What follows belongs to an exercise in optimizing a design on an open flow for small area; a production flow would make more cautious choices. Where RTL was checked, it was by simulation tests only, not by an equivalence proof against the original. For runs 1 and 2, only the layout was checked, not whether the RTL still works. The flow treats the clock pin as an ideal source, which a real chip does not have. No activity file was given, so power comes from the tool's default toggle rates.

==> design.v <==
module lcdnut_core (
    input  wire        clk,
    input  wire        rst,
    input  wire        tick,
    input  wire [8:0]  cfg_prog_len,
    input  wire [15:0] cfg_t_half,
    input  wire [15:0] cfg_t_bit,
    input  wire [15:0] cfg_t_poll,
    input  wire [15:0] cfg_t_setup,
    input  wire [15:0] cfg_t_strobe,
    input  wire [15:0] cfg_t_proc,
    input  wire [15:0] cfg_t_pause,
    input  wire [15:0] cfg_t_pwrup,
    input  wire [2:0]  cfg_pin_rs,
    input  wire [2:0]  cfg_pin_e,
    input  wire [2:0]  cfg_pin_rx,
    input  wire [2:0]  cfg_pin_d0,
    input  wire [2:0]  cfg_pin_d1,
    input  wire [2:0]  cfg_pin_d2,
    input  wire [2:0]  cfg_pin_d3,
    input  wire [7:0]  cfg_cmd_8bit,
    input  wire [7:0]  cfg_cmd_4bit,
    input  wire [7:0]  cfg_cmd_func,
    input  wire [7:0]  cfg_cmd_dispon,
    input  wire [7:0]  cfg_cmd_entry,
    input  wire        cfg_oneshot_high,
    output wire [7:0]  prog_addr,
    input  wire [15:0] prog_data,
    output wire [7:0]  rom_addr,
    input  wire [7:0]  rom_data,
    input  wire [7:0]  pin_i,
    output wire [7:0]  pin_o,
    output wire [7:0]  pin_oe,
    output wire        halted,
    output wire        fault,
    output wire [2:0]  fault_code,
    output wire [8:0]  fault_pc,
    output wire [15:0] fault_word
);
    localparam [2:0] S_FETCH = 3'd0;
    localparam [2:0] S_CHK   = 3'd1;    
    localparam [2:0] S_XN    = 3'd2;    
    localparam [2:0] S_EHI   = 3'd3;
    localparam [2:0] S_ELO   = 3'd4;
    localparam [2:0] S_HUNT  = 3'd5;
    localparam [2:0] S_RX    = 3'd6;
    localparam [2:0] S_FAULT = 3'd7;
    reg [2:0]  state;
    reg [15:0] cnt;
    reg        tk;        
    reg [8:0]  pc;
    reg [7:0]  dir;
    reg [7:0]  out;
    reg [7:0]  rxd;
    reg        rxv;
    reg [8:0]  ra;        
    reg [2:0]  sel;       
    reg        lo;        
    wire [15:0] w   = prog_data;
    wire [3:0]  op  = w[15:12];
    wire [3:0]  fa  = w[11:8];
    wire [7:0]  imm = w[7:0];
    assign prog_addr = pc[7:0];
    assign rom_addr  = ra[7:0];
    assign pin_o     = out;
    assign pin_oe    = dir;
    function [8:0] inc9(input [8:0] a);
        integer k;
        reg c;
        begin
            c = 1'b1;
            for (k = 0; k < 9; k = k + 1) begin
                inc9[k] = a[k] ^ c;
                c = c & a[k];
            end
        end
    endfunction
    function [15:0] dec16(input [15:0] a, input bin);
        integer k;
        reg b;
        begin
            b = bin;
            for (k = 0; k < 16; k = k + 1) begin
                dec16[k] = a[k] ^ b;
                b = b & !a[k];
            end
        end
    endfunction
    function lt9(input [8:0] a, input [8:0] b);
        integer k;
        reg l;
        begin
            l = 1'b0;
            for (k = 0; k < 9; k = k + 1)
                l = (a[k] ^ b[k]) ? b[k] : l;
            lt9 = l;
        end
    endfunction
    wire zero = !(|cnt);
    wire op_low    = !op[3] && !op[2];                  
    wire op_pinout = op_low && !op[1];
    wire op_pinin  = op_low && op[1] && !op[0];
    wire op_delay  = op_low && op[1] && op[0];
    wire op_ab     = op[3] && op[1];                    
    wire op_rx     = op_ab && !op[0];
    wire op_jmp    = op_ab && op[0];
    wire op_chrr   = op[2] && op[1] && op[0];           
    wire op_init   = op[3] && op[0];
    wire op_str    = op[3] && !op[0];
    wire op_cmd1   = !op[3] && !op[1] && !op[0];
    wire op_strf   = op[3] && !op[1] && !op[0];
    reg legal;
    always @(*) begin
        case (op)
            4'h1:    legal = !fa[3] && (imm[7:1] == 7'd0);
            4'h2:    legal = !fa[3] && (imm == 8'd0);
            4'h3:    legal = !fa[3] && !(fa[2] && fa[1]) && (imm == 8'd0);
            4'h4, 4'h5, 4'h6, 4'h8, 4'hB:
                     legal = (fa == 4'd0);
            4'h7, 4'h9, 4'hA:
                     legal = (fa == 4'd0) && (imm == 8'd0);
            default: legal = 1'b0;
        endcase
    end
    wire in_range;
    lcdnut_lt9 u_lt9 (.a(pc), .b(cfg_prog_len), .lt(in_range));
    wire [2:0] isel = (state == S_FETCH) ? 3'd6 : sel;
    wire       pdir, plev;
    wire [7:0] pdec;
    lcdnut_pinsel u_pinsel (
        .isel(isel), .d0(cfg_pin_d0), .d1(cfg_pin_d1), .d2(cfg_pin_d2), .d3(cfg_pin_d3),
        .rs(cfg_pin_rs), .e(cfg_pin_e), .fa(fa[2:0]), .rx(cfg_pin_rx),
        .dir(dir), .pin_i(pin_i), .pdir(pdir), .plev(plev), .pdec(pdec)
    );
    wire [2:0] step = ra[2:0];
    wire two  = op[3] ? (!op[0] || step[2]) : (op[1] || op[0]);
    wire xval;
    lcdnut_bytesel u_bytesel (
        .op(op), .step(step), .lo(lo), .sel(sel), .oneshot_high(cfg_oneshot_high),
        .imm(imm), .rxd(rxd), .rom(rom_data),
        .c8(cfg_cmd_8bit), .c4(cfg_cmd_4bit), .cf(cfg_cmd_func), .cd(cfg_cmd_dispon),
        .ce(cfg_cmd_entry), .xval(xval)
    );
    wire xend = op[3] && (op[0] ? (step == 3'd7) : (ra[8] || rom_data == 8'd0));
    wire [3:0] rstep = ra[3:0];
    wire [8:0] pc_inc = inc9(pc);
    wire [8:0] ra_inc = inc9(ra);
    reg [2:0] state_n;
    reg [8:0] pc_n;
    reg [8:0] ra_n;
    reg [2:0] sel_n;
    reg       lo_n;
    reg       rxv_n;
    reg       shift;
    reg       we_o, we_d;
    reg       oval;
    wire act      = zero && !rst;
    wire st_fetch = (state == S_FETCH);
    wire st_chk   = (state == S_CHK);
    wire st_xn    = (state == S_XN);
    wire st_ehi   = (state == S_EHI);
    wire st_elo   = (state == S_ELO);
    wire st_hunt  = (state == S_HUNT);
    wire st_rx    = (state == S_RX);
    wire f_delay  = act && st_fetch && in_range && legal && op_delay;
    wire ld_half   = (f_delay && fa[2:0] == 3'd0) ||
                     (act && st_hunt && !pdir && !plev) ||
                     (act && st_rx && rstep[3] && rstep[0]);
    wire ld_bit    = (f_delay && fa[2:0] == 3'd1) ||
                     (act && st_rx && !(rstep[3] && (rstep[1] || rstep[0])));
    wire ld_proc   = (f_delay && fa[2:0] == 3'd2) || (act && st_elo);
    wire ld_strobe = (f_delay && fa[2:0] == 3'd3) || (act && st_ehi);
    wire ld_pause  = (f_delay && fa[2:0] == 3'd4);
    wire ld_pwrup  = (f_delay && fa[2:0] == 3'd5) ||
                     (act && st_chk && pdir && sel[2] && sel[0] && op_init);
    wire ld_setup  = act && st_xn && !xend && sel[2];
    wire ld_poll   = act && st_hunt && !pdir && plev;
    wire ld = rst | ld_half | ld_bit | ld_proc | ld_strobe | ld_pause | ld_pwrup | ld_setup | ld_poll;
    always @(*) begin
        state_n = state;
        pc_n    = pc;
        ra_n    = ra;
        sel_n   = sel;
        lo_n    = lo;
        rxv_n   = rxv;
        shift   = 1'b0;
        we_o    = 1'b0;
        we_d    = 1'b0;
        oval    = 1'b0;
        if (zero) begin
            case (state)
                S_FETCH: begin
                    ra_n = {1'b0, imm};
                    if (!in_range || !legal) begin
                        state_n = S_FAULT;
                    end else if (op_pinout || op_pinin) begin
                        we_d = 1'b1;
                        we_o = op_pinout;
                        oval = w[0];
                        pc_n = pc_inc;
                    end else if (op_delay) begin
                        pc_n = pc_inc;
                    end else if (op_jmp) begin
                        pc_n = {1'b0, imm};
                    end else if (op_rx) begin
                        rxv_n   = 1'b0;
                        sel_n   = 3'd7;
                        state_n = S_HUNT;
                    end else if (op_chrr && !rxv) begin
                        state_n = S_FAULT;
                    end else begin
                        sel_n   = 3'd0;
                        lo_n    = 1'b0;
                        state_n = S_CHK;
                    end
                end
                S_CHK: begin
                    if (!pdir) begin
                        state_n = S_FAULT;
                    end else if (sel[2] && sel[0]) begin
                        sel_n   = 3'd0;
                        state_n = S_XN;
                    end else begin
                        sel_n = {sel[2] ^ (sel[1] & sel[0]), sel[1] ^ sel[0], !sel[0]};
                    end
                end
                S_XN: begin
                    if (xend) begin
                        if (!op[0] && ra[8]) begin
                            state_n = S_FAULT;
                        end else begin
                            pc_n    = pc_inc;
                            state_n = S_FETCH;
                        end
                    end else begin
                        we_o  = 1'b1;
                        oval  = xval;
                        sel_n = {sel[2] ^ (sel[1] & sel[0]), sel[1] ^ sel[0], !sel[0]};
                        if (sel[2]) begin
                            state_n = S_EHI;
                        end
                    end
                end
                S_EHI: begin
                    we_o    = 1'b1;
                    oval    = 1'b1;
                    state_n = S_ELO;
                end
                S_ELO: begin
                    we_o    = 1'b1;
                    oval    = 1'b0;
                    if (two && !lo) begin
                        lo_n    = 1'b1;
                        sel_n   = 3'd0;
                        state_n = S_XN;
                    end else if (op[3]) begin
                        lo_n    = 1'b0;
                        sel_n   = 3'd0;
                        ra_n    = ra_inc;
                        state_n = S_XN;
                    end else begin
                        pc_n    = pc_inc;
                        state_n = S_FETCH;
                    end
                end
                S_HUNT: begin
                    if (pdir) begin
                        state_n = S_FAULT;
                    end else if (plev) begin
                    end else begin
                        state_n = S_RX;
                    end
                end
                S_RX: begin
                    ra_n = ra_inc;
                    if (rstep[3] && rstep[1]) begin
                        rxv_n   = 1'b1;
                        pc_n    = pc_inc;
                        state_n = S_FETCH;
                    end else begin
                        shift = !rstep[3] || (rstep[2:0] == 3'd0);
                    end
                end
                default: ;
            endcase
        end
    end
    wire [15:0] cnt_n;
    lcdnut_cntnext u_cntnext (
        .ld_half(ld_half), .ld_bit(ld_bit), .ld_proc(ld_proc), .ld_strobe(ld_strobe),
        .ld_pause(ld_pause), .ld_pwrup(ld_pwrup), .ld_setup(ld_setup), .ld_poll(ld_poll),
        .keep(!ld), .bin(tk & !zero), .cnt(cnt),
        .t_half(cfg_t_half), .t_bit(cfg_t_bit), .t_proc(cfg_t_proc), .t_strobe(cfg_t_strobe),
        .t_pause(cfg_t_pause), .t_pwrup(cfg_t_pwrup), .t_setup(cfg_t_setup), .t_poll(cfg_t_poll),
        .cnt_n(cnt_n)
    );
    integer i;
    always @(posedge clk) begin
        tk <= tick;
        cnt <= cnt_n;
        for (i = 0; i < 8; i = i + 1)
            if (we_o && pdec[i]) out[i] <= oval;
        if (shift)
            rxd <= {plev, rxd[7:1]};
        ra  <= ra_n;
        sel <= sel_n;
        lo  <= lo_n;
        if (rst) begin
            state <= S_FETCH;
            pc    <= 9'd0;
            dir   <= 8'd0;
            rxv   <= 1'b0;
        end else begin
            state <= state_n;
            pc    <= pc_n;
            rxv   <= rxv_n;
            for (i = 0; i < 8; i = i + 1)
                if (we_d && pdec[i]) dir[i] <= op_pinout;
        end
    end
    assign fault  = (state == S_FAULT);
    assign halted = (state == S_FETCH) && zero && in_range &&
                    (w == {4'hB, 4'h0, pc[7:0]});
    assign fault_pc   = pc;
    assign fault_word = in_range ? w : 16'h0000;
    assign fault_code = !in_range          ? 3'd2 :
                        !legal             ? 3'd1 :
                        (op_chrr && !rxv)  ? 3'd5 :
                        op_rx              ? 3'd4 :
                        (op_strf && ra[8]) ? 3'd6 : 3'd3;
endmodule
module lcdnut_cntnext (
    input  wire        ld_half, ld_bit, ld_proc, ld_strobe,
    input  wire        ld_pause, ld_pwrup, ld_setup, ld_poll,
    input  wire        keep,
    input  wire        bin,
    input  wire [15:0] cnt,
    input  wire [15:0] t_half, t_bit, t_proc, t_strobe,
    input  wire [15:0] t_pause, t_pwrup, t_setup, t_poll,
    output wire [15:0] cnt_n
);
    reg [15:0] dec;
    reg        b;
    integer    k;
    always @(*) begin
        b = bin;
        for (k = 0; k < 16; k = k + 1) begin
            dec[k] = cnt[k] ^ b;
            b = b & !cnt[k];
        end
    end
    assign cnt_n = ({16{ld_half}}  & t_half)  | ({16{ld_bit}}    & t_bit)    |
                   ({16{ld_proc}}  & t_proc)  | ({16{ld_strobe}} & t_strobe) |
                   ({16{ld_pause}} & t_pause) | ({16{ld_pwrup}}  & t_pwrup)  |
                   ({16{ld_setup}} & t_setup) | ({16{ld_poll}}   & t_poll)   |
                   ({16{keep}}     & dec);
endmodule
module lcdnut_bytesel (
    input  wire [3:0] op,
    input  wire [2:0] step,
    input  wire       lo,
    input  wire [2:0] sel,
    input  wire       oneshot_high,
    input  wire [7:0] imm, rxd, rom,
    input  wire [7:0] c8, c4, cf, cd, ce,
    output wire       xval
);
    wire init = op[3] && op[0];
    wire str  = op[3] && !op[0];
    wire chrr = !op[3] && op[1] && op[0];
    wire s8   = init && !step[2] && !(step[1] && step[0]);
    wire s4   = init && !step[2] && step[1] && step[0];
    wire sf   = init && step[2] && !step[1] && !step[0];
    wire sd   = init && step[2] && !step[1] && step[0];
    wire se   = init && step[2] && step[1];
    wire si   = !op[3] && !chrr;
    wire [7:0] xbyte = ({8{s8}} & c8) | ({8{s4}} & c4) | ({8{sf}} & cf) | ({8{sd}} & cd) |
                       ({8{se}} & ce) | ({8{str}} & rom) | ({8{chrr}} & rxd) | ({8{si}} & imm);
    wire two = op[3] ? (!op[0] || step[2]) : (op[1] || op[0]);
    wire rs  = op[3] ? !op[0] : op[1];
    wire hi  = !lo && (two || oneshot_high);
    assign xval = sel[2] ? rs : xbyte[{hi, sel[1:0]}];
endmodule
module lcdnut_pinsel (
    input  wire [2:0] isel,
    input  wire [2:0] d0, d1, d2, d3, rs, e, fa, rx,
    input  wire [7:0] dir,
    input  wire [7:0] pin_i,
    output wire       pdir,
    output wire       plev,
    output wire [7:0] pdec
);
    reg [2:0] pidx;
    always @(*) begin
        case (isel)
            3'd0: pidx = d0;
            3'd1: pidx = d1;
            3'd2: pidx = d2;
            3'd3: pidx = d3;
            3'd4: pidx = rs;
            3'd5: pidx = e;
            3'd6: pidx = fa;
            default: pidx = rx;
        endcase
    end
    assign pdec = 8'd1 << pidx;
    assign pdir = |(pdec & dir);
    assign plev = |(pdec & pin_i);
endmodule
module lcdnut_lt9 (
    input  wire [8:0] a,
    input  wire [8:0] b,
    output reg        lt
);
    integer k;
    always @(*) begin
        lt = 1'b0;
        for (k = 0; k < 9; k = k + 1)
            lt = (a[k] ^ b[k]) ? b[k] : lt;
    end
endmodule
==> flow/run.sh <==
#!/bin/bash
# Layout flow: the standard flow (standard.sh) with these changes, none of
# which touches the design's constraints (clock, I/O delays, loads):
#  - synthesis is the standard flow's own script (synth_recipe.tcl: ORFS synth.tcl with
#    -nofsm -noshare, then flatten and renaming), except that the final ABC
#    technology mapping uses the area-oriented script flow/area.abc; the
#    register mapping (dfflibmap) happens before ABC and is unchanged;
#    and yosys's half/full adder extraction is skipped, so that ABC maps
#    the (ripple) arithmetic with the rest of the logic;
#  - flow/extra.mk is appended to config.mk: the port buffers that ORFS puts
#    on every input and output use the smallest buffer cell (buf_1), and
#    the clock tree options.
# Each tool's output goes to the ORFS logs under orfs/logs; the make output
# goes to standard.log in this folder.
set -euo pipefail
W=$(pwd)
cat flow/extra.mk >> config.mk
sed "s#log_cmd abc {\*}\$abc_args#set abc_args [lreplace \$abc_args 1 1 $W/flow/area.abc]\n  log_cmd abc {*}\$abc_args#" \
    "$FLOW_HOME/scripts/synth.tcl" > "$W/synth_area.tcl"
grep -q "flow/area.abc" "$W/synth_area.tcl"
# no extraction of half/full adders: ABC maps the ripple logic itself
sed -i 's#\[dont_use_adder_kinds\] ne "none"#[dont_use_adder_kinds] ne "none" \&\& 0#' "$W/synth_area.tcl"
grep -q 'ne "none" && 0' "$W/synth_area.tcl"
sed "s#source \$::env(SCRIPTS_DIR)/synth.tcl#source $W/synth_area.tcl#" synth_recipe.tcl > "$W/area_synth.tcl"
grep -q "synth_area.tcl" "$W/area_synth.tcl"
sed "s#SYNTH_SCRIPT=[^ ]*#SYNTH_SCRIPT=$W/area_synth.tcl#" standard.sh > "$W/area_standard.sh"
grep -q "SYNTH_SCRIPT=$W/area_synth.tcl" "$W/area_standard.sh"
bash "$W/area_standard.sh" > standard.log 2>&1
==> flow/area.abc <==
&get -n
&st
&deepsyn -T 30
&dch
&nf -R 1000 -p -C 32 -F 8
&put
topo
dnsize -c
==> flow/extra.mk <==
export BUFFER_PORTS_ARGS = -buffer_cell sky130_fd_sc_hd__buf_1
export CTS_ARGS = -sink_clustering_enable -repair_clock_nets -buf_list sky130_fd_sc_hd__clkbuf_4 -dont_use_dummy_load -sink_clustering_size 6 -sink_clustering_max_diameter 20 -sink_clustering_levels 2
==> standard.sh <==
#!/bin/bash
# synth_recipe.tcl (not shown) runs the flow's synth.tcl, then flattens the netlist and writes it again
# the make line also repeats each setting of config.mk as NAME=value (left out here)
make -C /OpenROAD-flow-scripts/flow DESIGN_CONFIG=/design/flow/config.mk WORK_HOME=/design/flow/orfs CLKGATE_MAP_FILE= SYNTH_SCRIPT=/design/flow/synth_recipe.tcl "${@:-finish}"
==> config.mk <==
export PLATFORM = sky130hd
export DESIGN_NAME = lcdnut_core
export DESIGN_NICKNAME = lcdnut_core
export VERILOG_FILES = /design/flow/design.v
export SDC_FILE = /design/flow/constraint.sdc
export NUM_CORES = 4
export LEC_CHECK = 0
export CAP_MARGIN = 20
export CORE_MARGIN = 2
export CORE_UTILIZATION = 40
export SLEW_MARGIN = 20
export BUFFER_PORTS_ARGS = -buffer_cell sky130_fd_sc_hd__buf_1
export CTS_ARGS = -sink_clustering_enable -repair_clock_nets -buf_list sky130_fd_sc_hd__clkbuf_4 -dont_use_dummy_load -sink_clustering_size 6 -sink_clustering_max_diameter 20 -sink_clustering_levels 2
==> constraint.sdc <==
create_clock -name core_clock -period 10.0 [get_ports {clk}]
set_input_delay 2.0000 -clock core_clock [delete_from_list [all_inputs] [get_ports {clk}]]
set_output_delay 2.0000 -clock core_clock [all_outputs]
set_load 0.01 [all_outputs]
==> results of run 1 <==
[layout make-up]
| cell class | instances | area, um^2 | share of cell area, % |
|---|---|---|---|
| Multi-Input combinational cell | 524 | 3130 | 49.1 |
| Sequential cell | 67 | 1630 | 25.6 |
| Timing Repair Buffer | 306 | 1190 | 18.7 |
| Tap cell | 168 | 210 | 3.30 |
| Inverter | 37 | 139 | 2.18 |
| Clock buffer | 9 | 67.6 | 1.06 |
| Antenna cell | 1 | 2.50 | 0.0393 |
[metrics by stage]
stage	total power, mW	instances	setup slack [ns]
after floorplan	0.695	644	3.50
after global placement	0.845	1102	3.15
after detailed placement	0.848	1102	3.03
after CTS	0.981	1111	3.01
after global routing	1.06	1112	2.77
final	0.983	1112	2.98
[report_power, final]
part / switching [mW] / internal [mW] / total (mW)
Sequential: 0.0637 / 0.340 / 0.404
Clock: 0.0909 / 0.0418 / 0.133
Combinational: 0.279 / 0.168 / 0.447
[registers in the layout (all words and copies together) (netlist names)]
signal  flops
rxv         1
cnt        16
state       3
rxd         8
dir         8
out         8
lo          1
ra          9
sel         3
tk          1
pc          9
[kinds of logic after synthesis]
kind of cell / Yosys count / share of synthesized area [%]
AND/OR/NAND/NOR: 293 / 28.4
flip-flops: 67 / 32.7
AO/OA/AOI/OAI: 214 / 30.6
XOR/XNOR: 13 / 2.28
adder cells (fa/ha/maj): 4 / 0.802
buffers and inverters: 53 / 5.19
[layer usage]
metal | share of wire, % | global-route usage, % | vias to the layer above
met4 | 1.7 | 8.49 | 0
met5 | 0 | 0 | -
met3 | 8.2 | 3.82 | 33
met1 | 42 | 38.3 | 3033
met2 | 48 | 48.5 | 360
li1 | - | - | 3103
[worst paths after layout]
| check | to | cells past startpoint | startpoint |
|---|---|---|---|
| worst min register to register | rxd[0] | 0 | rxd[1] |
| worst min-delay path | rxd[0] | 0 | rxd[1] |
| worst max-delay path | halted | 12 | cfg_prog_len[1] |
| worst max register to register | cnt[14] | 18 | pc[1] |
[cell usage in the layout (no fill, tap or decap), drive strengths merged, types with 21 or more instances in the layout]
cell type	n
buf	306
nand2	98
nor2	60
dfxtp	38
o21ai	38
clkinv	37
a21oi	36
edfxtp	29
a222oi	24
and2	23
a221oi	23
nand4	23
a22oi	21
==> summary.txt, run 1 <==
Yosys
  • Top FF cell, synth: dfxtp_1
  • Synth top area share: 17.5%
  • Cell with the most instances after synthesis: nand2_1
  • Distinct cells, synth: 51
  • Syn Area/Cell: 7.75 um^2
  • Synth top cells by count: 98 x nand2_1, 60 x nor2_1, 38 x dfxtp_1, 38 x o21ai_0, 37 x clkinv_1
  • Syn. warnings: 4
  • Synth area leaders: edfxtp_1 17%, dfxtp_1 15%, nand2_1 7.4%
  • Synth area leader: edfxtp_1
  • Post-Syn Instances: 644
  • Post-Syn Area: 4990 um^2
  • Yosys reg bits: 67
  • Post-synth EDFFs: 29
  • Register area share after synthesis: 32.7%
  • Async set or reset register ratio after synthesis: 0%
  • Syn Nets: 878

Critical path
  • Largest stage delay, worst path: 0.66 ns
  • CP max FO: 25
  • FF-to-FF setup slack: 5.21 ns
  • Arrival @ worst endpoint: 5.02 ns
  • CP Cell Sequence: buf_1, a22oi_1, o21ai_0, o221ai_1, o21ai_0, maj3_1, maj3_1, maj3_1, maj3_1, and2_0, nor4b_1, buf_1
  • CP required: 8.00 ns
  • Crit-path leading delay family: adder cells
  • WS Path Type: primary input to output pin
  • Critical Path Slowest Stage Cell: maj3_1
  • CP Capture Type: output pin
  • CP most frequent cell: maj3_1
  • CP startpoint kind: primary input
  • Critical path buffers and inverters: 2

STA
  • Slew Limit Fails: 0
  • WHS: 0.462 ns
  • Post-route minimum period: 7.02 ns
  • Max Clock Skew: 0.0413 ns
  • Final period util: 70.2%
  • Relative slew slack: 31.3%
  • RSZ-0062 raised after global routing: no
  • Final setup TNS: 0 ns
  • Final setup fails: 0
  • Worst Tran Pin Value: 1.02 ns
  • Final hold violation count: 0
  • FMAX: 143 MHz

Clocking
  • Hold buffer count at CTS: 0
  • Clk slew on worst S/H paths: 0.09 ns
  • TritonCTS clock tree: yes
  • H-tree depth: 3
  • CTS Buffer Depth: 2
  • Clk sink count: 67
  • CTS root buf: clkbuf_4
  • Num CTS Buffers: 9
  • Setup bufs post-CTS: 0
  • Clock latency (worst-skew pair): 0.43 ns
  • Post-CTS sizing: 0

Floorplanning
  • Die area: 13400 um^2
  • Starting Density: 41.2%
  • Ports: 296
  • Chip Height: 116 um
  • Die Wd: 116 um
  • Area of the core: 12100 um^2
  • Row Count: 40

Cells and area
  • Final nets: 1179
  • Final Cell Area: 6370 um^2
  • Layout area overhead: 27.7%
  • Share of cells above drive strength 1: 2.55%
  • Fill count: 1293
  • Final core occ: 52.6%

Pwr
  • Leak pwr: 1.99 nW
  • Maximum VDD drop: 56.3 uV
  • Power density cells: 154 nW/um^2

Global routing
  • Vias in the first global route: 6007
  • Largest net degree at the start of global routing: 32
  • Remaining Overflow, GRT: 0
  • Global-route wire length before repair: 30200 um
  • Gr usage total: 28.7%
  • Initial antenna violation count: 1

Job
  • Max-Cap Viols: 0

Detailed routing
  • Initial DRC Count: 772
  • Detailed Routing Iterations Pass 1: 7
  • Vias per cell: 5.87
  • DR DRC count: 0
  • Wire length per cell: 18.0 um
  • Drt total wl: 20100 um
  • Total number of vias: 6529
  • Antenna Nets Post-Route: 0

Place
  • I/O Buffers: 295
  • Post-DP Area: 6300 um^2
  • Detail Placement HPWL: 15700 um
  • Global placement routability congestion: 0.922

Run status
  • Outcome: complete, no violations

Worst hold path
  • HP Class: flip-flop to flip-flop
==> run 2, diff against run 1 <==
==> flow/extra.mk (replaced) <==
export BUFFER_PORTS_ARGS = -buffer_cell sky130_fd_sc_hd__buf_1
export CTS_ARGS = -sink_clustering_enable -repair_clock_nets -buf_list sky130_fd_sc_hd__clkbuf_4 -dont_use_dummy_load
==> config.mk (replaced) <==
export PLATFORM = sky130hd
export DESIGN_NAME = lcdnut_core
export DESIGN_NICKNAME = lcdnut_core
export VERILOG_FILES = /design/flow/design.v
export SDC_FILE = /design/flow/constraint.sdc
export NUM_CORES = 4
export LEC_CHECK = 0
export CAP_MARGIN = 20
export CORE_MARGIN = 2
export CORE_UTILIZATION = 75
export SLEW_MARGIN = 20
export BUFFER_PORTS_ARGS = -buffer_cell sky130_fd_sc_hd__buf_1
export CTS_ARGS = -sink_clustering_enable -repair_clock_nets -buf_list sky130_fd_sc_hd__clkbuf_4 -dont_use_dummy_load
==> summary.txt, run 2 <==
Yosys
  • Post-Syn Area: 4990 um^2 (unchanged)
  • Register area share after synthesis: 32.7% (unchanged)
  • Syn Area/Cell: 7.75 um^2 (unchanged)
  • Synth top area share: 17.5% (unchanged)
  • Synth Area in Compound Gates: 30.6% (unchanged)
  • Yosys reg bits: 67 (unchanged)
  • Synth top cells by count: 98 x nand2_1, 60 x nor2_1, 38 x dfxtp_1, 38 x o21ai_0, 37 x clkinv_1
  • Synth area leader: edfxtp_1
  • Post-Synth Simple-Gate Area: 28.4% (unchanged)
  • Syn. warnings: 4 (unchanged)
  • Post-Synth XOR/XNOR Area: 2.28% (unchanged)
  • Post-Syn Instances: 644 (unchanged)
  • Top FF cell, synth: dfxtp_1
  • Adder-cell share of the synthesized area: 0.802% (unchanged)
  • Synth area leaders: edfxtp_1 17%, dfxtp_1 15%, nand2_1 7.4%
  • Post-synth EDFFs: 29 (unchanged)
  • Syn Nets: 878 (unchanged)
  • Distinct cells, synth: 51 (unchanged)
  • Async set or reset register ratio after synthesis: 0% (unchanged)
  • Cell with the most instances after synthesis: nand2_1
  • Post-synthesis mux area share: 0% (unchanged)
  • Largest family of logic cells by synthesized area: compound AO/OA/AOI/OAI gates

Place
  • I/O Buffers: 295 (unchanged)

Floorplanning
  • Starting Density: 78.1% (+37 points)
  • Chip Height: 85.6 um (-26%)
  • Row Count: 29 (-28%)
  • Die Wd: 85.6 um (-26%)
  • Ports: 296 (unchanged)

Run status
  • Tool error: [ERROR GPL-0301] Utilization 107.623 % exceeds 100%.
  • Outcome: did not finish
  • Stopped at: global placement
-- run 2: cell counts after synthesis --
Identical to the previous run, type by type.
-- run 2: logic make-up after synthesis --
logic type | Yosys count
AND/OR/NAND/NOR | 293
AO/OA/AOI/OAI | 214
flip-flops | 67
buffers and inverters | 53
XOR/XNOR | 13
adder cells (fa/ha/maj) | 4
==> run 3, diff against run 2 <==
--- a/design.v
+++ b/design.v
@@ -40,14 +40,13 @@
     localparam [2:0] S_FETCH = 3'd0;
     localparam [2:0] S_CHK   = 3'd1;    
     localparam [2:0] S_XN    = 3'd2;    
-    localparam [2:0] S_EHI   = 3'd3;
-    localparam [2:0] S_ELO   = 3'd4;
-    localparam [2:0] S_HUNT  = 3'd5;
-    localparam [2:0] S_RX    = 3'd6;
+    localparam [2:0] S_EHI   = 3'd3;    
+    localparam [2:0] S_ELO   = 3'd4;    
+    localparam [2:0] S_HUNT  = 3'd5;    
+    localparam [2:0] S_RX    = 3'd6;    
     localparam [2:0] S_FAULT = 3'd7;
     reg [2:0]  state;
     reg [15:0] cnt;
-    reg        tk;        
     reg [8:0]  pc;
     reg [7:0]  dir;
     reg [7:0]  out;
@@ -75,28 +74,8 @@
             end
         end
     endfunction
-    function [15:0] dec16(input [15:0] a, input bin);
-        integer k;
-        reg b;
-        begin
-            b = bin;
-            for (k = 0; k < 16; k = k + 1) begin
-                dec16[k] = a[k] ^ b;
-                b = b & !a[k];
-            end
-        end
-    endfunction
-    function lt9(input [8:0] a, input [8:0] b);
-        integer k;
-        reg l;
-        begin
-            l = 1'b0;
-            for (k = 0; k < 9; k = k + 1)
-                l = (a[k] ^ b[k]) ? b[k] : l;
-            lt9 = l;
-        end
-    endfunction
     wire zero = !(|cnt);
+    wire act  = zero && !rst;
     wire op_low    = !op[3] && !op[2];                  
     wire op_pinout = op_low && !op[1];
     wire op_pinin  = op_low && op[1] && !op[0];
@@ -105,10 +84,8 @@
     wire op_rx     = op_ab && !op[0];
     wire op_jmp    = op_ab && op[0];
     wire op_chrr   = op[2] && op[1] && op[0];           
-    wire op_init   = op[3] && op[0];
-    wire op_str    = op[3] && !op[0];
-    wire op_cmd1   = !op[3] && !op[1] && !op[0];
-    wire op_strf   = op[3] && !op[1] && !op[0];
+    wire op_init   = op[3] && op[0];                    
+    wire op_strf   = op[3] && !op[1] && !op[0];         
     reg legal;
     always @(*) begin
         case (op)
@@ -124,7 +101,14 @@
     end
     wire in_range;
     lcdnut_lt9 u_lt9 (.a(pc), .b(cfg_prog_len), .lt(in_range));
-    wire [2:0] isel = (state == S_FETCH) ? 3'd6 : sel;
+    wire st_fetch = (state == S_FETCH);
+    wire st_chk   = (state == S_CHK);
+    wire st_xn    = (state == S_XN);
+    wire st_ehi   = (state == S_EHI);
+    wire st_elo   = (state == S_ELO);
+    wire st_hunt  = (state == S_HUNT);
+    wire st_rx    = (state == S_RX);
+    wire [2:0] isel = st_fetch ? 3'd6 : sel;
     wire       pdir, plev;
     wire [7:0] pdec;
     lcdnut_pinsel u_pinsel (
@@ -132,7 +116,8 @@
         .rs(cfg_pin_rs), .e(cfg_pin_e), .fa(fa[2:0]), .rx(cfg_pin_rx),
         .dir(dir), .pin_i(pin_i), .pdir(pdir), .plev(plev), .pdec(pdec)
     );
-    wire [2:0] step = ra[2:0];
+    wire [2:0] step  = ra[2:0];
+    wire [3:0] rstep = ra[3:0];
     wire two  = op[3] ? (!op[0] || step[2]) : (op[1] || op[0]);
     wire xval;
     lcdnut_bytesel u_bytesel (
@@ -142,27 +127,9 @@
         .ce(cfg_cmd_entry), .xval(xval)
     );
     wire xend = op[3] && (op[0] ? (step == 3'd7) : (ra[8] || rom_data == 8'd0));
-    wire [3:0] rstep = ra[3:0];
     wire [8:0] pc_inc = inc9(pc);
     wire [8:0] ra_inc = inc9(ra);
-    reg [2:0] state_n;
-    reg [8:0] pc_n;
-    reg [8:0] ra_n;
-    reg [2:0] sel_n;
-    reg       lo_n;
-    reg       rxv_n;
-    reg       shift;
-    reg       we_o, we_d;
-    reg       oval;
-    wire act      = zero && !rst;
-    wire st_fetch = (state == S_FETCH);
-    wire st_chk   = (state == S_CHK);
-    wire st_xn    = (state == S_XN);
-    wire st_ehi   = (state == S_EHI);
-    wire st_elo   = (state == S_ELO);
-    wire st_hunt  = (state == S_HUNT);
-    wire st_rx    = (state == S_RX);
-    wire f_delay  = act && st_fetch && in_range && legal && op_delay;
+    wire f_delay   = act && st_fetch && in_range && legal && op_delay;
     wire ld_half   = (f_delay && fa[2:0] == 3'd0) ||
                      (act && st_hunt && !pdir && !plev) ||
                      (act && st_rx && rstep[3] && rstep[0]);
@@ -175,7 +142,26 @@
                      (act && st_chk && pdir && sel[2] && sel[0] && op_init);
     wire ld_setup  = act && st_xn && !xend && sel[2];
     wire ld_poll   = act && st_hunt && !pdir && plev;
-    wire ld = rst | ld_half | ld_bit | ld_proc | ld_strobe | ld_pause | ld_pwrup | ld_setup | ld_poll;
+    wire ld = rst | ld_half | ld_bit | ld_proc | ld_strobe | ld_pause | ld_pwrup |
+              ld_setup | ld_poll;
+    wire [15:0] cnt_n;
+    lcdnut_cntnext u_cntnext (
+        .ld_half(ld_half), .ld_bit(ld_bit), .ld_proc(ld_proc), .ld_strobe(ld_strobe),
+        .ld_pause(ld_pause), .ld_pwrup(ld_pwrup), .ld_setup(ld_setup), .ld_poll(ld_poll),
+        .keep(!ld), .bin(tick & !zero), .cnt(cnt),
+        .t_half(cfg_t_half), .t_bit(cfg_t_bit), .t_proc(cfg_t_proc), .t_strobe(cfg_t_strobe),
+        .t_pause(cfg_t_pause), .t_pwrup(cfg_t_pwrup), .t_setup(cfg_t_setup), .t_poll(cfg_t_poll),
+        .cnt_n(cnt_n)
+    );
+    reg [2:0] state_n;
+    reg [8:0] pc_n;
+    reg [8:0] ra_n;
+    reg [2:0] sel_n;
+    reg       lo_n;
+    reg       rxv_n;
+    reg       shift;
+    reg       we_o, we_d;
+    reg       oval;
     always @(*) begin
         state_n = state;
         pc_n    = pc;
@@ -236,9 +222,8 @@
                         we_o  = 1'b1;
                         oval  = xval;
                         sel_n = {sel[2] ^ (sel[1] & sel[0]), sel[1] ^ sel[0], !sel[0]};
-                        if (sel[2]) begin
+                        if (sel[2])
                             state_n = S_EHI;
-                        end
                     end
                 end
                 S_EHI: begin
@@ -247,8 +232,8 @@
                     state_n = S_ELO;
                 end
                 S_ELO: begin
-                    we_o    = 1'b1;
-                    oval    = 1'b0;
+                    we_o = 1'b1;
+                    oval = 1'b0;
                     if (two && !lo) begin
                         lo_n    = 1'b1;
                         sel_n   = 3'd0;
@@ -264,12 +249,10 @@
                     end
                 end
                 S_HUNT: begin
-                    if (pdir) begin
+                    if (pdir)
                         state_n = S_FAULT;
-                    end else if (plev) begin
-                    end else begin
+                    else if (!plev)
                         state_n = S_RX;
-                    end
                 end
                 S_RX: begin
                     ra_n = ra_inc;
@@ -285,18 +268,8 @@
             endcase
         end
     end
-    wire [15:0] cnt_n;
-    lcdnut_cntnext u_cntnext (
-        .ld_half(ld_half), .ld_bit(ld_bit), .ld_proc(ld_proc), .ld_strobe(ld_strobe),
-        .ld_pause(ld_pause), .ld_pwrup(ld_pwrup), .ld_setup(ld_setup), .ld_poll(ld_poll),
-        .keep(!ld), .bin(tk & !zero), .cnt(cnt),
-        .t_half(cfg_t_half), .t_bit(cfg_t_bit), .t_proc(cfg_t_proc), .t_strobe(cfg_t_strobe),
-        .t_pause(cfg_t_pause), .t_pwrup(cfg_t_pwrup), .t_setup(cfg_t_setup), .t_poll(cfg_t_poll),
-        .cnt_n(cnt_n)
-    );
     integer i;
     always @(posedge clk) begin
-        tk <= tick;
         cnt <= cnt_n;
         for (i = 0; i < 8; i = i + 1)
             if (we_o && pdec[i]) out[i] <= oval;
@@ -318,9 +291,8 @@
                 if (we_d && pdec[i]) dir[i] <= op_pinout;
         end
     end
-    assign fault  = (state == S_FAULT);
-    assign halted = (state == S_FETCH) && zero && in_range &&
-                    (w == {4'hB, 4'h0, pc[7:0]});
+    assign fault      = (state == S_FAULT);
+    assign halted     = st_fetch && zero && in_range && (w == {4'hB, 4'h0, pc[7:0]});
     assign fault_pc   = pc;
     assign fault_word = in_range ? w : 16'h0000;
     assign fault_code = !in_range          ? 3'd2 :
--- a/flow/run.sh
+++ b/flow/run.sh
@@ -9,12 +9,19 @@
 #    the (ripple) arithmetic with the rest of the logic;
 #  - flow/extra.mk is appended to config.mk: the port buffers that ORFS puts
 #    on every input and output use the smallest buffer cell (buf_1), and
-#    the clock tree options.
+#    the clock tree options;
+#  - flow/post_cts.tcl runs at the end of clock tree synthesis (ORFS's
+#    POST_CTS_TCL hook): it upsizes leaf clock buffers that drive many
+#    flip-flops, to keep the clock-pin slew low.
 # Each tool's output goes to the ORFS logs under orfs/logs; the make output
 # goes to standard.log in this folder.
 set -euo pipefail
 W=$(pwd)
 cat flow/extra.mk >> config.mk
+# after clock tree synthesis: upsize overloaded leaf clock buffers
+if [[ -f flow/post_cts.tcl ]]; then
+    echo "export POST_CTS_TCL = $W/flow/post_cts.tcl" >> config.mk
+fi
 sed "s#log_cmd abc {\*}\$abc_args#set abc_args [lreplace \$abc_args 1 1 $W/flow/area.abc]\n  log_cmd abc {*}\$abc_args#" \
     "$FLOW_HOME/scripts/synth.tcl" > "$W/synth_area.tcl"
 grep -q "flow/area.abc" "$W/synth_area.tcl"
==> flow/area.abc (replaced) <==
&get -n
&st
&deepsyn -T 30
&dch
&nf -R 1000 -p -C 32 -F 8
&put
topo
buffer -c
dnsize -c
==> flow/post_cts.tcl (new file) <==
# Clock-pin slew: a leaf clock buffer (clkbuf_4) that drives more than 9
# flip-flops becomes a clkbuf_8; then legalise the placement again.
set n_up 0
foreach inst [[ord::get_db_block] getInsts] {
  if {[[$inst getMaster] getName] ne "sky130_fd_sc_hd__clkbuf_4"} { continue }
  foreach it [$inst getITerms] {
    if {![$it isOutputSignal]} { continue }
    set net [$it getNet]
    if {$net eq "NULL"} { continue }
    set sinks 0
    foreach t [$net getITerms] {
      if {[$t isInputSignal] && [string match "sky130_fd_sc_hd__*df*" [[[$t getInst] getMaster] getName]]} { incr sinks }
    }
    if {$sinks > 9} {
      replace_cell [$inst getName] sky130_fd_sc_hd__clkbuf_8
      incr n_up
    }
  }
}
puts "post_cts: upsized $n_up leaf clock buffers"
if {$n_up > 0} { detailed_placement }
--- a/config.mk
+++ b/config.mk
@@ -7,7 +7,8 @@
 export LEC_CHECK = 0
 export CAP_MARGIN = 20
 export CORE_MARGIN = 2
-export CORE_UTILIZATION = 75
+export CORE_UTILIZATION = 40
 export SLEW_MARGIN = 20
 export BUFFER_PORTS_ARGS = -buffer_cell sky130_fd_sc_hd__buf_1
 export CTS_ARGS = -sink_clustering_enable -repair_clock_nets -buf_list sky130_fd_sc_hd__clkbuf_4 -dont_use_dummy_load
+export POST_CTS_TCL = /design/flow/flow/post_cts.tcl
==> summary.txt, run 3 <==
Critical path
  • Arrival @ worst endpoint: 4.09 ns
  • R2R cell count: 15
  • CP Capture Type: output pin
  • CP max FO: 13
  • CP startpoint kind: primary input
  • WS Path Type: primary input to output pin
  • CP required: 8.00 ns

Global routing
  • Remaining Overflow, GRT: 0
  • Largest net degree at the start of global routing: 33
  • Initial antenna violation count: 0
  • Vias in the first global route: 5810
  • Global-route wire length before repair: 29700 um
  • Gr usage total: 28.2%

Yosys
  • Async set or reset register ratio after synthesis: 0% (unchanged)
  • Post-Syn Area: 5130 um^2 (+2.9%)
  • Synth top area share: 17.0% (-0.49 points)
  • Yosys reg bits: 66 (-1.5%)
  • Post-Syn Instances: 684 (+6.2%)
  • Register area share after synthesis: 31.4% (-1.3 points)
  • Syn Area/Cell: 7.50 um^2 (-3.2%)
  • Synth area leader: edfxtp_1
  • Cell with the most instances after synthesis: nand2_1
  • Post-synth EDFFs: 29 (unchanged)
  • Synth area leaders: edfxtp_1 17%, dfxtp_1 14%, nand2_1 7.7%
  • Syn. warnings: 4 (unchanged)
  • Syn Nets: 918 (+4.6%)
  • Distinct cells, synth: 57 (+12%)
  • Top FF cell, synth: dfxtp_1
  • Synth top cells by count: 105 x nand2_1, 64 x nor2_1, 43 x a21oi_1

Place
  • I/O Buffers: 295 (unchanged)
  • Detail Placement HPWL: 15400 um
  • Post-DP Area: 6300 um^2
  • Global placement routability congestion: 0.976
  • Place WS: 3.97 ns

STA
  • Final period util: 60.9%
  • Relative slew slack: 35.8%
  • Final hold violation count: 0
  • WHS: 0.454 ns
  • FMAX: 164 MHz
  • Final setup fails: 0
  • Final setup TNS: 0 ns
  • Post-route minimum period: 6.09 ns
  • Max Clock Skew: 0.0354 ns
  • Worst setup margin: 3.91 ns
  • Slew Limit Fails: 0
  • Worst Tran Pin Value: 0.957 ns
  • RSZ-0062 raised after global routing: no

Detailed routing
  • Vias per cell: 5.77
  • Drt total wl: 20100 um
  • Total number of vias: 6444
  • Detailed Routing Iterations Pass 1: 5
  • Wire length per cell: 18.0 um
  • Initial DRC Count: 521
  • DR DRC count: 0
  • Antenna Nets Post-Route: 0

Pwr
  • Maximum VDD drop: 65.1 uV
  • Power density cells: 180 nW/um^2
  • Leak pwr: 2.15 nW

Cells and area
  • Largest regs: cnt: 16 flops, pc: 9 flops, ra: 9 flops
  • Share of cells above drive strength 1: 3.18%
  • Most frequent cells in the layout: 295 x buf_1, 105 x nand2_1, 64 x nor2_1
  • Most common cell after layout, fill and taps aside: buf_1
  • Largest register by flop count: cnt
  • Largest register FFs: 16
  • Final Cell Area: 6380 um^2
  • Layout area overhead: 24.4%
  • Final nets: 1180
  • Diodes inserted: 0
  • Fill count: 1341
  • Final core occ: 50.8%

Clocking
  • Clk sink count: 66
  • Clock latency (worst-skew pair): 0.45 ns
  • Clk slew on worst S/H paths: 0.08 ns
  • TritonCTS clock tree: yes

Run status
  • Outcome: complete, no violations

Job
  • Max-Cap Viols: 0

Floorplanning
  • Row Count: 41 (+41%)
  • Die area: 13800 um^2
  • Area of the core: 12600 um^2
  • Chip Height: 117 um (+37%)
  • Ports: 296 (unchanged)
  • Die Wd: 117 um (+37%)
  • Starting Density: 40.8% (-37 points)

Worst hold path
  • Worst hold path stage count: 0
  • HP Class: flip-flop to flip-flop
==> run 3: through the flow <==
stage	power [mW]	instances
5_1_grt	1.24	1116
3_5_place_dp	1.01	1107
6_report	1.15	1116
3_3_place_gp	1.01	1107
2_1_floorplan	0.836	684
==> run 3: per-layer routing <==
| metal | vias up | track usage (%) | wire [um] |
|---|---|---|---|
| met4 | 0 | 10.5 | 457 |
| met5 | - | 0 | 0 |
| met3 | 36 | 4.12 | 1500 |
| li1 | 3117 | - | - |
| met1 | 2957 | 36.2 | 8480 |
| met2 | 334 | 48.1 | 9670 |
==> run 3: cells by family (layout without fill, tap and decap cells) <==
kind of cell,Yosys count,in the layout,synth area share [%]
buf+inv,89,349,7.68
xor+xnor,11,11,1.88
flops,66,66,31.4
simple gates,290,290,26.4
mux,2,2,0.634
compound gates,226,226,32.0
==> run 3: worst paths after layout <==
path	from	endpoint	slack, ns
setup / recovery	prog_data[13]	fault_code[2]	3.91
hold / removal	rxd[7]	rxd[6]	0.45
setup reg to reg	state[0]	cnt[14]	5.80
hold reg to reg	rxd[7]	rxd[6]	0.45
==> run 3: area by class of cell <==
| cell class | count | area, um^2 | share of cell area (%) |
|---|---|---|---|
| multi-input combinational | 529 | 3160 | 49.5 |
| sequential | 66 | 1610 | 25.2 |
| timing repair buffer | 305 | 1180 | 18.5 |
| tap | 172 | 215 | 3.37 |
| inverter | 35 | 131 | 2.06 |
| clock buffer | 9 | 80.1 | 1.25 |
==> run 3: report_power, final <==
group	internal [mW]	total [mW]	leakage, nW	switching, mW
combinational	0.222	0.578	1.54	0.356
clock	0.0501	0.141	0.0466	0.0909
sequential	0.352	0.432	0.561	0.0796
==> run 3: critical path, stage by stage <==
cell	delay, ns
buf_1	0.40
nand2_1	0.20
nor2_1	0.57
a21oi_1	0.09
a41oi_1	0.19
a211oi_1	0.09
o21a_1	0.15
nand2_1	0.20
a31oi_1	0.06
buf_1	0.14
==> run 4, diff against run 3 <==
==> flow/area.abc (replaced) <==
&get -n
&st
&deepsyn -T 30
&dch
&nf -R 1000 -p -C 32 -F 8
&put
topo
dnsize -c
==> summary.txt, run 4 <==
Yosys
  • Synth top cells by count: 105 x nand2_1, 64 x nor2_1, 43 x a21oi_1
  • Post-synth EDFFs: 29 (unchanged)
  • Post-Syn Area: 4990 um^2 (-2.8%)
  • Async set or reset register ratio after synthesis: 0% (unchanged)
  • Cell with the most instances after synthesis: nand2_1
  • Synth top area share: 17.5% (+0.49 points)
  • Top FF cell, synth: dfxtp_1
  • Synth area leaders: edfxtp_1 17%, dfxtp_1 15%, nand2_1 7.9%
  • Syn. warnings: 4 (unchanged)
  • Synth area leader: edfxtp_1
  • Post-Syn Instances: 646 (-5.6%)
  • Register area share after synthesis: 32.3% (+0.90 points)
  • Syn Nets: 880 (-4.1%)
  • Distinct cells, synth: 53 (-7.0%)
  • Yosys reg bits: 66 (unchanged)
  • Syn Area/Cell: 7.72 um^2 (+2.9%)

Worst hold path
  • Worst hold path stage count: 0 (unchanged)
  • HP Class: flip-flop to flip-flop

Cells and area
  • Largest register by flop count: cnt
  • Diodes inserted: 0 (unchanged)
  • Final Cell Area: 6360 um^2 (-0.35%)
  • Fill count: 1293 (-3.6%)
  • Layout area overhead: 27.5%
  • Most common cell after layout, fill and taps aside: buf_1
  • Register area: 1610 um^2 (unchanged)
  • Largest regs: cnt: 16 flops, pc: 9 flops, ra: 9 flops
  • Share of cells above drive strength 1: 2.44% (-0.74 points)
  • Fin cells: 1111 (-0.45%)
  • Final nets: 1179 (-0.085%)
  • Largest register FFs: 16 (unchanged)
  • Most frequent cells in the layout: 295 x buf_1, 105 x nand2_1, 64 x nor2_1
  • Area of the multi-input gates: 3150 um^2 (-0.32%)

Detailed routing
  • Wire length per cell: 18.3 um (+1.7%)
  • Vias per cell: 5.94 (+2.9%)
  • Detailed Routing Iterations Pass 1: 6 (+1)
  • DR DRC count: 0 (unchanged)
  • Initial DRC Count: 599 (+15%)
  • Antenna Nets Post-Route: 0 (unchanged)
  • Drt total wl: 20400 um (+1.3%)
  • Total number of vias: 6604 (+2.5%)

Critical path
  • Reg2reg end: state[1]
  • Crit path from: prog_data[13]
  • CP startpoint kind: primary input
  • R2R cell count: 17 (+2)
  • FF-to-FF setup slack: 5.46 ns (-0.34 ns)
  • WS Path Type: primary input to output pin
  • CP required: 8.00 ns (about the same)
  • Arrival @ worst endpoint: 4.31 ns (+0.22 ns)
  • Crit path capture: fault_code[2]
  • CP max FO: 13 (unchanged)
  • CP Capture Type: output pin
  • R2R Path Start: state[0]

Global routing
  • Global-route wire length before repair: 29900 um (+0.51%)
  • Initial antenna violation count: 0 (unchanged)
  • Vias in the first global route: 5948 (+2.4%)
  • Remaining Overflow, GRT: 0 (unchanged)
  • Largest net degree at the start of global routing: 33 (unchanged)
  • Gr usage total: 28.8% (+0.62 points)

Floorplanning
  • Die area: 13400 um^2 (-2.7%)
  • Row Count: 40 (-2.4%)
  • Area of the core: 12100 um^2 (-3.6%)
  • Starting Density: 41.2% (+0.36 points)
  • Chip Height: 116 um (-1.4%)
  • Ports: 296 (unchanged)
  • Die Wd: 116 um (-1.4%)

STA
  • Relative slew slack: 30.9% (-4.9 points)
  • Worst Tran Pin Value: 1.04 ns (+0.0781 ns)
  • Final period util: 63.1% (+2.2 points)
  • Final setup TNS: 0 ns (unchanged)
  • Slew Limit Fails: 0 (unchanged)
  • Post-route minimum period: 6.31 ns (+0.222 ns)
  • FMAX: 158 MHz (-3.5%)
  • RSZ-0062 raised after global routing: no
  • Max Clock Skew: 0.0400 ns (+0.00462 ns)
  • Final hold violation count: 0 (unchanged)
  • Worst setup margin: 3.69 ns (-0.222 ns)
  • Final setup fails: 0 (unchanged)

Place
  • Global placement routability congestion: 0.914 (-6.3%)
  • Placed cell count: 1102 (-0.45%)
  • Place WS: 3.80 ns (-0.167 ns)
  • I/O Buffers: 295 (unchanged)
  • Detail Placement HPWL: 15800 um (+2.4%)
  • Post-DP Area: 6280 um^2 (-0.28%)

Run status
  • Outcome: complete, no violations

Pwr
  • Power, Total: 1.17 mW (+1.4%)
  • Power density cells: 183 nW/um^2 (+1.8%)
  • Maximum VDD drop: 83.1 uV (+28%)
  • Leak pwr: 2.06 nW (-4.3%)

Clocking
  • Clock latency (worst-skew pair): 0.46 ns (about the same)
  • Clk slew on worst S/H paths: 0.10 ns (+0.02 ns)
  • TritonCTS clock tree: yes
  • Clk sink count: 66 (unchanged)

Job
  • Max-Cap Viols: 0 (unchanged)
run 4: worst min path at each step:
| stage | from | to | slack [ns] |
|---|---|---|---|
| 3_5_place_dp | rxd[4] | rxd[3] | 0.44 |
| 2_1_floorplan | rxd[1] | rxd[0] | 0.43 |
| 6_report | rxd[3] | rxd[2] | 0.44 |
| 5_1_grt | rxd[3] | rxd[2] | 0.43 |
| 3_3_place_gp | rxd[4] | rxd[3] | 0.44 |
run 4: final cells by class:
cell class                 instances  share of cell area, %
multi-input combinational        529                   49.6
timing repair buffer             304                   18.5
inverter                          35                   2.07
sequential                        66                   25.3
clock buffer                       9                   1.26
tap                              168                   3.30
run 4: metrics by stage:
step	hold WS [ns]	utilization (%)
6_report	0.442	52.5
3_5_place_dp	0.443	51.9
2_1_floorplan	0.426	-
5_1_grt	0.433	52.5
3_3_place_gp	0.438	51.9
run 4: kinds of logic after synthesis:
| logic type | share of synthesized area [%] |
|---|---|
| AND/OR/NAND/NOR | 27.2 |
| XOR/XNOR | 1.93 |
| multiplexers | 0.652 |
| flip-flops | 32.3 |
| AO/OA/AOI/OAI | 32.9 |
| buffers and inverters | 5.04 |
run 4: worst max-delay path: stages:
cell and delay [ns]:
buf_1 0.43, nand2_1 0.24, nor2_1 0.62, a21oi_1 0.10, a41oi_1 0.20, a211oi_1 0.09
o21a_1 0.15, nand2_1 0.19, a31oi_1 0.12, buf_1 0.17
run 4: power breakdown:
part	switching (mW)	leakage [nW]	internal [mW]
logic	0.361	1.45	0.226
registers	0.0824	0.561	0.352
clock network	0.0964	0.0466	0.0500
run 4: routing by layer:
metal  track usage (%)  vias up  wire (um)
li1                  -     3119          -
met1              35.8     3104       8220
met3              5.60       30       1760
met2              50.2      351      10000
met5                 0        -          0
met4              9.84        0        357
==> run 5, diff against run 4 <==
--- a/config.mk
+++ b/config.mk
@@ -5,10 +5,10 @@
 export SDC_FILE = /design/flow/constraint.sdc
 export NUM_CORES = 4
 export LEC_CHECK = 0
-export CAP_MARGIN = 20
+export CAP_MARGIN = 0
 export CORE_MARGIN = 2
 export CORE_UTILIZATION = 40
-export SLEW_MARGIN = 20
+export SLEW_MARGIN = 0
 export BUFFER_PORTS_ARGS = -buffer_cell sky130_fd_sc_hd__buf_1
 export CTS_ARGS = -sink_clustering_enable -repair_clock_nets -buf_list sky130_fd_sc_hd__clkbuf_4 -dont_use_dummy_load
 export POST_CTS_TCL = /design/flow/flow/post_cts.tcl
==> summary.txt, run 5 <==
Yosys
  • Post-Synth XOR/XNOR Area: 1.93% (unchanged)
  • Post-Syn Area: 4990 um^2 (unchanged)
  • Post-Synth Simple-Gate Area: 27.2% (unchanged)
  • Syn Nets: 880 (unchanged)
  • Cell with the most instances after synthesis: nand2_1
  • Async set or reset register ratio after synthesis: 0% (unchanged)
  • Synth Area in Compound Gates: 32.9% (unchanged)
  • Adder-cell share of the synthesized area: 0% (unchanged)
  • Syn. warnings: 4 (unchanged)
  • Post-synth EDFFs: 29 (unchanged)
  • Synth top cells by count: 105 x nand2_1, 64 x nor2_1, 43 x a21oi_1
  • Post-synthesis mux area share: 0.652% (unchanged)
  • Distinct cells, synth: 53 (unchanged)
  • Synth area leader: edfxtp_1
  • Top FF cell, synth: dfxtp_1
  • Largest family of logic cells by synthesized area: compound AO/OA/AOI/OAI gates
  • Synth top area share: 17.5% (unchanged)
  • Yosys reg bits: 66 (unchanged)
  • Syn Area/Cell: 7.72 um^2 (unchanged)
  • Register area share after synthesis: 32.3% (unchanged)
  • Post-Syn Instances: 646 (unchanged)
  • Synth area leaders: edfxtp_1 17%, dfxtp_1 15%, nand2_1 7.9%

Cells and area
  • Final Cell Area: 6360 um^2 (unchanged)
  • Largest regs: cnt: 16 flops, pc: 9 flops, ra: 9 flops
  • Diodes inserted: 0 (unchanged)
  • Largest register FFs: 16 (unchanged)
  • Most frequent cells in the layout: 295 x buf_1, 105 x nand2_1, 64 x nor2_1
  • Largest register by flop count: cnt
  • Layout area overhead: 27.5% (unchanged)
  • Share of cells above drive strength 1: 2.44% (unchanged)
  • Most common cell after layout, fill and taps aside: buf_1
  • Final nets: 1179 (unchanged)

STA
  • WHS: 0.442 ns (unchanged)
  • FMAX: 158 MHz (unchanged)
  • Relative slew slack: 30.9% (unchanged)
  • Final setup TNS: 0 ns (unchanged)
  • Final period util: 63.1% (unchanged)
  • RSZ-0062 raised after global routing: no
  • Final hold violation count: 0 (unchanged)
  • Worst Tran Pin Value: 1.04 ns (unchanged)
  • Max Clock Skew: 0.0400 ns (unchanged)
  • Post-route minimum period: 6.31 ns (unchanged)
  • Final setup fails: 0 (unchanged)
  • Slew Limit Fails: 0 (unchanged)

Floorplanning
  • Die Wd: 116 um (unchanged)
  • Die area: 13400 um^2 (unchanged)
  • Ports: 296 (unchanged)
  • Chip Height: 116 um (unchanged)
  • Area of the core: 12100 um^2 (unchanged)
  • Row Count: 40 (unchanged)
  • Starting Density: 41.2% (unchanged)

Critical path
  • CP required: 8.00 ns (about the same)
  • CP Capture Type: output pin
  • Crit-path leading delay family: simple AND/OR/NAND/NOR gates
  • Largest stage delay, worst path: 0.62 ns (about the same)
  • WS Path Type: primary input to output pin
  • CP startpoint kind: primary input
  • Arrival @ worst endpoint: 4.31 ns (about the same)
  • R2R cell count: 17 (unchanged)
  • Critical Path Slowest Stage Cell: nor2_1
  • Critical path buffers and inverters: 2 (unchanged)
  • CP max FO: 13 (unchanged)
  • WP depth: 10 (unchanged)
  • CP Cell Sequence: buf_1, nand2_1, nor2_1, a21oi_1, a41oi_1, a211oi_1, o21a_1, nand2_1, a31oi_1, buf_1

Job
  • Max-Cap Viols: 0 (unchanged)

Pwr
  • Power density cells: 183 nW/um^2 (unchanged)
  • Maximum VDD drop: 83.1 uV (unchanged)
  • Power, Total: 1.17 mW (unchanged)
  • Leak pwr: 2.06 nW (unchanged)

Place
  • Post-DP Area: 6280 um^2 (unchanged)
  • I/O Buffers: 295 (unchanged)
  • Detail Placement HPWL: 15800 um (unchanged)
  • Global placement routability congestion: 0.914 (unchanged)

Detailed routing
  • Total number of vias: 6604 (unchanged)
  • Drt total wl: 20400 um (unchanged)
  • Vias per cell: 5.94 (unchanged)
  • Wire length per cell: 18.3 um (unchanged)
  • DR DRC count: 0 (unchanged)
  • Antenna Nets Post-Route: 0 (unchanged)
  • Initial DRC Count: 599 (unchanged)
  • Detailed Routing Iterations Pass 1: 6 (unchanged)

Worst hold path
  • HP Class: flip-flop to flip-flop
  • Worst hold path stage count: 0 (unchanged)

Clocking
  • Clk slew on worst S/H paths: 0.10 ns (about the same)
  • Clk sink count: 66 (unchanged)
  • TritonCTS clock tree: yes
  • Clock latency (worst-skew pair): 0.46 ns (about the same)

Global routing
  • Vias in the first global route: 5948 (unchanged)
  • Largest net degree at the start of global routing: 33 (unchanged)
  • Global-route wire length before repair: 29900 um (unchanged)
  • Initial antenna violation count: 0 (unchanged)
  • Gr usage total: 28.8% (unchanged)
  • Remaining Overflow, GRT: 0 (unchanged)

Run status
  • Outcome: complete, no violations
==> run 5: cell counts after synthesis <==
Identical to the previous run, type by type.
==> run 5: path summary, 6_finish.rpt <==
kind | start | to | slack, ns
worst min register to register | rxd[3] | rxd[2] | 0.44
worst min-delay path | rxd[3] | rxd[2] | 0.44
worst max-delay path | prog_data[13] | fault_code[2] | 3.69
worst max register to register | state[0] | state[1] | 5.46
==> run 5: layout make-up <==
class	instances	area (um^2)
Sequential cell	66	1610
Tap cell	168	210
Inverter	35	131
Multi-Input combinational cell	529	3150
Fill cell	1293	5750
Clock buffer	9	80.1
Timing Repair Buffer	304	1170
==> run 5: kinds of logic after synthesis <==
logic type	count (synthesis)
XOR/XNOR	11
AND/OR/NAND/NOR	290
AO/OA/AOI/OAI	226
multiplexers	2
flip-flops	66
buffers and inverters	51
==> run 5: metal layers <==
| layer | vias up | GRT usage (%) | routed length (um) |
|---|---|---|---|
| met2 | 351 | 50.2 | 10000 |
| met5 | - | 0 | 0 |
| met1 | 3104 | 35.8 | 8220 |
| li1 | 3119 | - | - |
| met4 | 0 | 9.84 | 357 |
| met3 | 30 | 5.60 | 1760 |
==> run 5: stage by stage <==
step                setup WS, ns  utilization [%]  instances
floorplan                   4.37                -        646
global placement            3.95             51.9       1102
detailed placement          3.80             51.9       1102
global route                3.45             52.5       1111
finish                      3.69             52.5       1111
==> run 5: power breakdown <==
group,internal [mW],switching [mW],total (mW)
registers,0.352,0.0824,0.434
logic,0.226,0.361,0.586
clock network,0.0500,0.0964,0.146
==> run 6, diff against run 5 <==
--- a/config.mk
+++ b/config.mk
@@ -5,10 +5,10 @@
 export SDC_FILE = /design/flow/constraint.sdc
 export NUM_CORES = 4
 export LEC_CHECK = 0
-export CAP_MARGIN = 0
+export CAP_MARGIN = 10
 export CORE_MARGIN = 2
-export CORE_UTILIZATION = 40
-export SLEW_MARGIN = 0
+export CORE_UTILIZATION = 50
+export SLEW_MARGIN = 10
 export BUFFER_PORTS_ARGS = -buffer_cell sky130_fd_sc_hd__buf_1
 export CTS_ARGS = -sink_clustering_enable -repair_clock_nets -buf_list sky130_fd_sc_hd__clkbuf_4 -dont_use_dummy_load
 export POST_CTS_TCL = /design/flow/flow/post_cts.tcl
==> summary.txt, run 6 <==
STA
  • Post-route minimum period: 6.12 ns (-0.190 ns)
  • Max Clock Skew: 0.0303 ns (-0.00971 ns)
  • Final period util: 61.2% (-1.9 points)
  • Worst Tran Pin Value: 0.959 ns (-0.0767 ns)
  • RSZ-0062 raised after global routing: no
  • Relative slew slack: 36.0% (+5.0 points)
  • Final setup TNS: 0 ns (unchanged)
  • WHS: 0.467 ns (+0.0256 ns)
  • Slew Limit Fails: 0 (unchanged)
  • Final setup fails: 0 (unchanged)
  • Final hold violation count: 0 (unchanged)
  • FMAX: 163 MHz (+3.1%)

Yosys
  • Top FF cell, synth: dfxtp_1
  • Synth top cells by count: 105 x nand2_1, 64 x nor2_1, 43 x a21oi_1
  • Post-Syn Instances: 646 (unchanged)
  • Synth top area share: 17.5% (unchanged)
  • Yosys reg bits: 66 (unchanged)
  • Syn Area/Cell: 7.72 um^2 (unchanged)
  • Register area share after synthesis: 32.3% (unchanged)
  • Post-Syn Area: 4990 um^2 (unchanged)
  • Post-synth EDFFs: 29 (unchanged)
  • Synth area leaders: edfxtp_1 17%, dfxtp_1 15%, nand2_1 7.9%
  • Async set or reset register ratio after synthesis: 0% (unchanged)
  • Syn Nets: 880 (unchanged)
  • Syn. warnings: 4 (unchanged)
  • Synth area leader: edfxtp_1
  • Cell with the most instances after synthesis: nand2_1
  • Distinct cells, synth: 53 (unchanged)

Floorplanning
  • Ports: 296 (unchanged)
  • Row Count: 36 (-10%)
  • Die Wd: 104 um (-10%)
  • Starting Density: 51.3% (+10 points)
  • Area of the core: 9730 um^2 (-20%)
  • Chip Height: 104 um (-10%)
  • Die area: 10800 um^2 (-19%)

Detailed routing
  • Routed wl met2: 9320 um (-7.1%)
  • Top sig layer: met4
  • Drt total wl: 19300 um (-5.3%)
  • Initial DRC Count: 699 (+17%)
  • Wire length per cell: 17.9 um (-2.3%)
  • Vias per cell: 6.19 (+4.2%)
  • Total number of vias: 6668 (+0.97%)
  • Antenna Nets Post-Route: 0 (unchanged)
  • DR DRC count: 0 (unchanged)
  • WL met1: 7340 um (-11%)
  • Detailed Routing Iterations Pass 1: 6 (unchanged)
  • Routed wl met3: 1830 um (+4.2%)

Critical path
  • CP max FO: 13 (unchanged)
  • Arrival @ worst endpoint: 4.12 ns (-0.19 ns)
  • CP Capture Type: output pin
  • CP startpoint kind: primary input
  • CP required: 8.00 ns (about the same)
  • WS Path Type: primary input to output pin

Global routing
  • Largest net degree at the start of global routing: 33 (unchanged)
  • Global-route wire length before repair: 29700 um (-0.78%)
  • Remaining Overflow, GRT: 0 (unchanged)
  • Initial antenna violation count: 0 (unchanged)
  • Vias in the first global route: 6139 (+3.2%)
  • Gr usage total: 33.8% (+4.9 points)

Cells and area
  • Final nets: 1180 (+0.085%)
  • Largest register by flop count: cnt
  • Most common cell after layout, fill and taps aside: buf_1
  • Layout area overhead: 26.6%
  • Most frequent cells in the layout: 295 x buf_1, 105 x nand2_1, 64 x nor2_1
  • Diodes inserted: 0 (unchanged)
  • Share of cells above drive strength 1: 2.54% (+0.10 points)
  • Largest regs: cnt: 16 flops, pc: 9 flops, ra: 9 flops
  • Largest register FFs: 16 (unchanged)

Place
  • I/O Buffers: 295 (unchanged)
  • Detail Placement HPWL: 15100 um (-4.6%)
  • Global placement routability congestion: 0.980 (+7.2%)

Worst hold path
  • HP Class: flip-flop to flip-flop

Clocking
  • Clk sink count: 66 (unchanged)
  • Clk slew on worst S/H paths: 0.07 ns (-0.03 ns)
  • TritonCTS clock tree: yes
  • Clock latency (worst-skew pair): 0.43 ns (-0.03 ns)

Pwr
  • Seq pwr share: 37.3% (about the same)
  • Clk pwr share: 11.5% (-1.0 points)
  • Maximum VDD drop: 96.9 uV (+17%)
  • Switching pwr: 0.528 mW (-2.1%)
  • Switching part of the total: 45.9% (-0.36 points)
  • Logic pwr share: 51.1% (+0.8 points)
  • Power Internal: 0.624 mW (-0.63%)
  • Leak pwr: 2.06 nW (+0.14%)
  • Power density cells: 182 nW/um^2 (-0.63%)

Run status
  • Outcome: complete, no violations

Job
  • Max-Cap Viols: 0 (unchanged)
## run 6: cell count changes in the layout (fill, tap and decap cells not counted), sizes merged
cell	delta
buf	+1
## run 6: worst max-delay path, cell delays in order
cell and delay (ns):
buf_1 0.42, nand2_1 0.21, nor2_1 0.57, a21oi_1 0.09
a41oi_1 0.20, a211oi_1 0.09, o21a_1 0.16, nand2_1 0.18
a31oi_1 0.06, buf_1 0.15
## run 6: logic make-up after synthesis
group,count (synthesis),synth area share (%)
buf+inv,51,5.04
xor+xnor,11,1.93
flops,66,32.3
mux,2,0.652
compound gates,226,32.9
simple gates,290,27.2
## run 6: power by group through the flow
stage / Sequential (mW) / Clock [mW] / Combinational (mW)
final: 0.430 / 0.133 / 0.589
after global routing: 0.441 / 0.143 / 0.644
after detailed placement: 0.434 / 0 / 0.575
after global placement: 0.430 / 0 / 0.573
after floorplan: 0.412 / 0 / 0.411
## run 6: per-stage QoR
stage / worst slack, ns / area (um^2) / power (mW) / instances / util, %
3_3_place_gp: 4.10 / 6240 / 1.00 / 1068 / 64.2
2_1_floorplan: 4.37 / 4990 / 0.822 / 646 / -
3_5_place_dp: 3.97 / 6240 / 1.01 / 1068 / 64.2
6_report: 3.88 / 6320 / 1.15 / 1077 / 64.9
5_1_grt: 3.70 / 6320 / 1.23 / 1077 / 64.9
## run 6: final cells by class
cell class / count / area (um^2)
clock buffers: 9 / 73.8
fillers: 943 / 3410
inverters: 35 / 131
multi-input cells: 529 / 3150
flip-flops and latches: 66 / 1610
well taps: 133 / 166
repair buffers: 305 / 1180
## run 6: final timing paths
kind,start,to,slack (ns),cells after the start
max,prog_data[13],fault_code[2],3.88,10
min,rxd[4],rxd[3],0.47,0
max reg2reg,sel[0],state[1],5.58,15
min reg2reg,rxd[4],rxd[3],0.47,0
## run 6: layer usage
metal	up-vias	global-route usage, %
li1	3119	-
met3	62	5.14
met2	462	58.2
met5	-	0
met1	3025	40.3
met4	0	18.5

[what the ideal ports hide]
The results above use ideal ports. As a check the final layouts listed here were re-extracted and re-timed, cells and wires unchanged. Step 1 (the two cells are an assumption about what drives the block):
set clk [get_ports {clk}]
set_driving_cell -lib_cell sky130_fd_sc_hd__clkbuf_16 $clk
set_driving_cell -lib_cell sky130_fd_sc_hd__buf_2 [delete_from_list [all_inputs] $clk]
Step 2 adds t to the input delays and takes it off the output delays; t is the mean of the earliest and latest rising clock arrival at the registers after step 1. Input paths then give back, and output paths get back, about the clock's delay inside the block. Slacks: ideal / step 1 / step 2; pairs: ideal / step 1.
| run | t, ns | setup WS [ns] | worst setup path after step 2 | clock arrival spread, ns |
|---|---|---|---|---|
| run 1 | 0.452 | 2.984 / 2.952 / 2.952 | input to output | 0.041 / 0.042 |
| run 3 | 0.469 | 3.912 / 3.889 / 3.889 | input to output | 0.035 / 0.035 |
| run 4 | 0.473 | 3.690 / 3.666 / 3.666 | input to output | 0.040 / 0.040 |
| run 5 | 0.473 | 3.690 / 3.666 / 3.666 | input to output | 0.040 / 0.040 |
| run 6 | 0.443 | 3.880 / 3.852 / 3.852 | input to output | 0.030 / 0.031 |
After both steps setup and hold are still met in every run listed. For run 1, which loses most, drivers alone change the setup slack by -0.032 ns; drivers and shift together by -0.032 ns.
